Context: an optimization exercise on an open-source flow, tuned for small area, a short achievable clock period and few clock cycles per item. The choices shown serve that exercise and are no tape-out recipe.

==> run a: inputs <==
Design ghmc_core, start of the top module:
module ghmc_core (
    input  wire         clk,
    input  wire         rst,             
    input  wire         in_valid,
    output wire         in_ready,
    input  wire [31:0]  in_cmd,
    input  wire [127:0] in_din,
    output wire         ciph_req_valid,
    output wire         ciph_req_dec,
    output wire [127:0] ciph_req_data,
    input  wire         ciph_resp_valid,
    input  wire [127:0] ciph_resp_data,
    output reg          out_valid,
    output reg  [7:0]   out_err,
    output wire [127:0] out_dout,
    output wire [127:0] out_chain,
    output wire [127:0] out_s,
    output wire [127:0] out_tag,
    output wire [7:0]   out_status,      
    output wire [11:0]  out_cfg          
);
Settings: LEC_CHECK=0, CAP_MARGIN=20, CORE_MARGIN=2, CORE_UTILIZATION=50, PLACE_DENSITY=0.65, SETUP_SLACK_MARGIN=3.0, SLEW_MARGIN=20; clock period 6.0 ns.
run.sh (not shown) runs the stock make flow with config.mk's settings and CLKGATE_MAP_FILE= SYNTH_SCRIPT=/design/flow/synth_recipe.tcl, a recipe that flattens the netlist after the stock synthesis.
==> inputs of run b, as changes to run a <==
--- a/flow/design.v
+++ b/flow/design.v
@@ -205,32 +205,10 @@
             q_err <= i_chk[3:0];
             q_bad <= (i_chk != E_NONE);
             for (k = 0; k < 16; k = k + 1) q_bm[k] <= (5'd15 - k[4:0]) < i_nb;
         end
     end
-    reg [12:0] qo;
-    always @(posedge clk)
-        if (accept) begin
-            qo[0]  <= (i_op == OP_START);
-            qo[1]  <= (i_op == OP_BLOCK);
-            qo[2]  <= (i_op == OP_IV);
-            qo[3]  <= (i_op == OP_IVEND);
-            qo[4]  <= (i_op == OP_AAD);
-            qo[5]  <= (i_op == OP_FINISH);
-            qo[6]  <= (i_op == OP_LOADH);
-            qo[7]  <= (i_op == OP_CLEAR);
-            qo[8]  <= (i_op == OP_SETS);
-            qo[9]  <= (i_op == OP_STEP);
-            qo[10] <= (i_op == OP_MULREF) || (i_op == OP_MULTBL);
-            qo[11] <= (i_op == OP_MULX);
-            qo[12] <= (i_op == OP_INC32);
-        end
-    wire op_start = qo[0],  op_block = qo[1],  op_iv    = qo[2],  op_ivend = qo[3];
-    wire op_aad   = qo[4],  op_finish = qo[5], op_loadh = qo[6],  op_clear = qo[7];
-    wire op_sets  = qo[8],  op_step  = qo[9],  op_mulref = qo[10], op_mulx = qo[11];
-    wire op_inc32 = qo[12];
-    wire op_stream = op_start | op_block | op_iv | op_ivend | op_aad | op_finish;
     wire [7:0] chk_err = {4'd0, q_err};
     localparam [3:0] K_GSTART = 4'd0;    
     localparam [3:0] K_CBCE   = 4'd1;
     localparam [3:0] K_CBCD   = 4'd2;
     localparam [3:0] K_CFB    = 4'd3;
@@ -300,15 +278,15 @@
         (kind == K_IVEND) ? (!mrun) :
                             (m_done_now && c_done_now && !gcme_wait &&
                              !(resp && kind == K_GCME)));
     wire q_ok   = qv && !qpend && !qresp && !q_bad;
     wire earlyA = busy && resp && finish_now && q_ok &&
-                  ((op_block && cfg_mode != M_CBC) || op_finish);
+                  ((w_op == OP_BLOCK && cfg_mode != M_CBC) || w_op == OP_FINISH);
     wire earlyB = busy && mrun && !cpend && !creq && kind != K_IVEND && q_ok &&
-                  op_block && cfg_mode == M_GCM && !cfg_dir;
+                  w_op == OP_BLOCK && cfg_mode == M_GCM && !cfg_dir;
     wire earlyC = busy && resp && kind == K_GCME && q_ok &&
-                  op_block && cfg_mode == M_GCM && !cfg_dir;
+                  w_op == OP_BLOCK && cfg_mode == M_GCM && !cfg_dir;
     wire early  = earlyA || earlyB || earlyC;
     always @* begin
         phase_n    = phase;
         pcl_n      = pcl;
         chv_n      = chv;
@@ -319,34 +297,34 @@
             pcl_n      = 1'b0;
             chv_n      = 1'b0;
             tblv_n     = 1'b0;
             cfg_mode_n = 3'd0;
         end else if (bad) begin
-            if (op_stream) begin
+            if (w_is_stream) begin
                 phase_n = P_IDLE;
                 pcl_n   = 1'b0;
             end
         end else if (ok) begin
-            case (1'b1)
-                op_start: begin
+            case (w_op)
+                OP_START: begin
                     cfg_mode_n = w_mode;
                     pcl_n      = 1'b0;
                     case (w_mode)
                         M_CBC: begin chv_n = 1'b1; phase_n = P_TEXT; end
                         M_GCM: begin tblv_n = 1'b1; chv_n = 1'b0; phase_n = P_GCM_IV; end
                         default: begin chv_n = 1'b0; phase_n = P_TEXT; end
                     endcase
                 end
-                op_block: begin
+                OP_BLOCK: begin
                     pcl_n = (w_nb < 5'd16);
                     if (cfg_mode == M_CBC) chv_n = 1'b1;
                     if (cfg_mode == M_GCM) phase_n = P_GCM_TEXT;
                 end
-                op_iv, op_aad: pcl_n = (w_nb < 5'd16);
-                op_ivend:  begin phase_n = P_GCM_AAD; pcl_n = 1'b0; end
-                op_finish: begin phase_n = P_GCM_DONE; pcl_n = 1'b0; end
-                op_loadh:  tblv_n = 1'b1;
+                OP_IV, OP_AAD: pcl_n = (w_nb < 5'd16);
+                OP_IVEND:  begin phase_n = P_GCM_AAD; pcl_n = 1'b0; end
+                OP_FINISH: begin phase_n = P_GCM_DONE; pcl_n = 1'b0; end
+                OP_LOADH:  tblv_n = 1'b1;
                 default: ;
             endcase
         end
     end
     always @(posedge clk) begin
@@ -407,12 +385,12 @@
                 mdst    <= 1'b0;
                 post    <= 1'b0;
                 rdec    <= 1'b0;
                 rj0     <= 1'b0;
                 bm      <= q_bm;
-                case (1'b1)
-                    op_start: begin
+                case (w_op)
+                    OP_START: begin
                         cfg_dir  <= w_dir;
                         cfg_tlen <= (w_mode == M_GCM) ? w_tlen_eff : 8'd0;
                         tagchk   <= 1'b0;
                         tagok    <= 1'b0;
                         case (w_mode)
@@ -429,11 +407,11 @@
                             default: begin
                                 out_valid <= 1'b1;
                             end
                         endcase
                     end
-                    op_block: begin
+                    OP_BLOCK: begin
                         busy  <= 1'b1;
                         if (!qpend && !qresp) begin
                             creq  <= 1'b1;
                             cpend <= 1'b1;
                         end
@@ -464,57 +442,57 @@
                                     end
                                 end
                             end
                         endcase
                     end
-                    op_iv: begin
+                    OP_IV: begin
                         busy  <= 1'b1;
                         mrun  <= 1'b1;
                         mcnt  <= 0;
                         kind  <= K_MUL;
                     end
-                    op_ivend: begin
+                    OP_IVEND: begin
                         if (iv12) begin
                             out_valid <= 1'b1;
                         end else begin
                             busy <= 1'b1;
                             mrun <= 1'b1;
                             mcnt <= 0;
                             kind <= K_IVEND;
                         end
                     end
-                    op_aad, op_step: begin
-                        if (op_aad) begin
+                    OP_AAD, OP_STEP: begin
+                        if (w_op == OP_AAD) begin
                         end
                         busy  <= 1'b1;
                         mrun  <= 1'b1;
                         mcnt  <= 0;
                         kind  <= K_MUL;
                     end
-                    op_finish: begin
+                    OP_FINISH: begin
                         busy   <= 1'b1;
                         if (!qpend) creq <= 1'b1;
                         cpend  <= 1'b1;
                         rj0    <= 1'b1;
                         mrun   <= 1'b1;
                         mcnt   <= 0;
                         kind   <= K_FIN;
                     end
-                    op_loadh: begin
+                    OP_LOADH: begin
                         out_valid <= 1'b1;
                     end
-                    op_clear: begin out_valid <= 1'b1; end
-                    op_sets:  begin out_valid <= 1'b1; end
-                    op_mulref: begin
+                    OP_CLEAR: begin out_valid <= 1'b1; end
+                    OP_SETS:  begin out_valid <= 1'b1; end
+                    OP_MULREF, OP_MULTBL: begin
                         mdst <= 1'b1;
                         busy <= 1'b1;
                         mrun <= 1'b1;
                         mcnt <= 0;
                         kind <= K_MUL;
                     end
-                    op_mulx:  begin out_valid <= 1'b1; end
-                    op_inc32: begin out_valid <= 1'b1; end
+                    OP_MULX:  begin out_valid <= 1'b1; end
+                    OP_INC32: begin out_valid <= 1'b1; end
                     default:  out_valid <= 1'b1;    
                 endcase
             end
             if (resp) begin
                 cpend <= 1'b0;
@@ -547,11 +525,11 @@
                 out_valid <= 1'b1;
             end
             if (early) begin
                 creq <= 1'b1;
                 rdec <= 1'b0;
-                rj0  <= (op_finish);
+                rj0  <= (w_op == OP_FINISH);
             end
         end
     end
     reg s_keep, s_xd, s_xl, s_xo;
     reg d_keep, d_yd, d_yc, d_ym, d_yi, d_yk;
@@ -560,20 +538,20 @@
         s_keep = 1'b1; s_xd = 1'b0; s_xl = 1'b0; s_xo = 1'b0;
         d_keep = 1'b1; d_yd = 1'b0; d_yc = 1'b0; d_ym = 1'b0; d_yi = 1'b0; d_yk = 1'b0;
         c_keep = 1'b1; c_wq = 1'b0; c_wj = 1'b0; c_wk = 1'b0; c_wd = 1'b0; c_wo = 1'b0;
         c_wi = 1'b0; c_ws = 1'b0;
         if (ok) begin
-            case (1'b1)
-                op_start:
+            case (w_op)
+                OP_START:
                     if (w_mode == M_GCM) begin
                         c_keep = 1'b0;
                         s_keep = 1'b0;
                     end else if (w_mode != M_CBC || !w_leg) begin
                         c_keep = 1'b0;
                         c_wq   = 1'b1;
                     end
-                op_block: begin
+                OP_BLOCK: begin
                     d_keep = 1'b0;                   
                     if (cfg_mode == M_CBC) begin
                         c_wq = 1'b1;                 
                         if (cfg_dir) begin           
                             c_keep = 1'b0;
@@ -585,24 +563,24 @@
                             s_xd = 1'b1;
                         if (cfg_mode == M_GCM && !cfg_dir && qresp)
                             c_wi = 1'b1;
                     end
                 end
-                op_iv, op_aad, op_step: s_xd = 1'b1;
-                op_ivend:
+                OP_IV, OP_AAD, OP_STEP: s_xd = 1'b1;
+                OP_IVEND:
                     if (iv12) begin
                         c_keep = 1'b0;
                         c_wj   = 1'b1;
                         s_keep = 1'b0;
                     end else
                         s_xl = 1'b1;
-                op_finish: s_xl = 1'b1;
-                op_clear:  s_keep = 1'b0;
-                op_sets:   begin s_keep = 1'b0; s_xd = 1'b1; end
-                op_mulref: begin d_keep = 1'b0; d_yd = 1'b1; end
-                op_mulx:   begin d_keep = 1'b0; d_ym = 1'b1; end
-                op_inc32:  begin d_keep = 1'b0; d_yi = 1'b1; end
+                OP_FINISH: s_xl = 1'b1;
+                OP_CLEAR:  s_keep = 1'b0;
+                OP_SETS:   begin s_keep = 1'b0; s_xd = 1'b1; end
+                OP_MULREF, OP_MULTBL: begin d_keep = 1'b0; d_yd = 1'b1; end
+                OP_MULX:   begin d_keep = 1'b0; d_ym = 1'b1; end
+                OP_INC32:  begin d_keep = 1'b0; d_yi = 1'b1; end
                 default: ;
             endcase
         end
         if (resp) begin
             case (kind)
@@ -623,13 +601,13 @@
             c_keep = 1'b0;
             c_ws   = 1'b1;
             s_keep = 1'b0;
         end
     end
-    wire         q_full = (op_sets) || (op_mulref) || (op_mulref);
+    wire         q_full = (w_op == OP_SETS) || (w_op == OP_MULREF) || (w_op == OP_MULTBL);
     wire [127:0] qdx    = q_full ? qdin : w_dinm;
-    wire [127:0] lens   = {(op_finish) ? lr[159:96] : 64'd0, lr[60:0], 3'd0};
+    wire [127:0] lens   = {(w_op == OP_FINISH) ? lr[159:96] : 64'd0, lr[60:0], 3'd0};
     wire [31:0]  c_inc  = chain[31:0] + 32'd1;
     wire [127:0] s_x  = ({128{s_xd}} & qdx) | ({128{s_xl}} & lens) | ({128{s_xo}} & o_blk);
     wire [127:0] d_y  = ({128{d_yd}} & qdx) | ({128{d_yc}} & chain) |
                         ({128{d_ym}} & mulx(qdin)) | ({128{d_yi}} & inc32(qdin)) |
                         ({128{d_yk}} & ksm);
@@ -651,20 +629,20 @@
         end
     end
     always @(posedge clk)
         qdin <= ({128{!accept}} & qdin) ^ ({128{accept}} & in_din) ^
                 ({128{qresp_now}} & ciph_resp_data);
-    wire h_q    = ok && op_loadh;
+    wire h_q    = ok && w_op == OP_LOADH;
     wire h_k    = resp && kind == K_GSTART;
-    wire gstart = ok && op_start && w_mode == M_GCM;
+    wire gstart = ok && w_op == OP_START && w_mode == M_GCM;
     wire t_k    = resp && kind == K_FIN;
     wire t_post = busy && kind == K_FIN && !mrun && !cpend && !post;
     wire [127:0] t_m = bmask(cfg_tlen[7:3]);
-    wire l_iv   = ok && op_iv;
-    wire l_iv12 = ok && op_ivend && iv12;
-    wire l_blk  = ok && op_block && cfg_mode == M_GCM;
-    wire l_aad  = ok && op_aad;
+    wire l_iv   = ok && w_op == OP_IV;
+    wire l_iv12 = ok && w_op == OP_IVEND && iv12;
+    wire l_blk  = ok && w_op == OP_BLOCK && cfg_mode == M_GCM;
+    wire l_aad  = ok && w_op == OP_AAD;
     wire l_post = busy && kind == K_IVEND && !mrun;
     wire l_hi0  = gstart || l_iv12 || l_post;
     wire [63:0] l_hi_add = lr[159:96] + {56'd0, w_nb, 3'd0};
     wire [63:0] l_lo_add = lr[63:0] + {59'd0, w_nb};
     always @(posedge clk) begin
Settings changed: CORE_UTILIZATION 50 to 60, PLACE_DENSITY 0.65 to 0.72, SETUP_SLACK_MARGIN 3.0 to 2.5.
==> results by group <==
Global route
  – Gr ovfl total: roughly 6300
  – GRT met2 Usage: a little over nine tenths

Outcome
  – Tool error: [ERROR GRT-0116] Global routing finished with congestion. Check the congestion regions in the DRC Viewer.
  – Run status: stopped before the end
  – Last stage reached: global routing

Logic synthesis
  – Top post-synthesis cells by count: nand2_1 (3388), xnor2_1 (2010), dfxtp_1 (1218)
  – Area contributors post-synth: dfxtp_1 (24%), xnor2_1 (17%), nand2_1 (12%)
  – Yosys top cell area share: a little under a quarter
  – Syn Std Cell Area: between 0.1 and 0.15 mm2

Place
  – Dpl ws: just under 1 ns
  – Placed Area: ~0.11 mm2

Floorplanning
  – Row count: 165
(the above is from run a)
==> results by group <==
Outcome
  – Run status: stopped before the end
  – Last stage reached: global routing
  – Tool error: [ERROR GRT-0232] Routing congestion too high. Check the congestion heatmap in the GUI.

Place
  – Placed Area: roughly 0.11 mm2

Global route
  – GRT met2 Usage: ~84%
  – Gr ovfl total: 25

Logic synthesis
  – Area contributors post-synth: dfxtp_1 (24%), xnor2_1 (19%), nand2_1 (12%)
  – Cell taking the most area after synthesis: dfxtp_1
  – Yosys top cell area share: 24.1%
  – Top post-synthesis cells by count: nand2_1 (3256), xnor2_1 (2189), dfxtp_1 (1218)
  – Syn Std Cell Area: around 0.10 mm2
  – Most numerous cell in the Yosys netlist: nand2_1

Clock tree
  – Post-CTS sizing: 289

Floorplanning
  – Row count: 150
(the above is from run b)
Function was not checked in any run of this note: the RTL went through the layout flow alone.
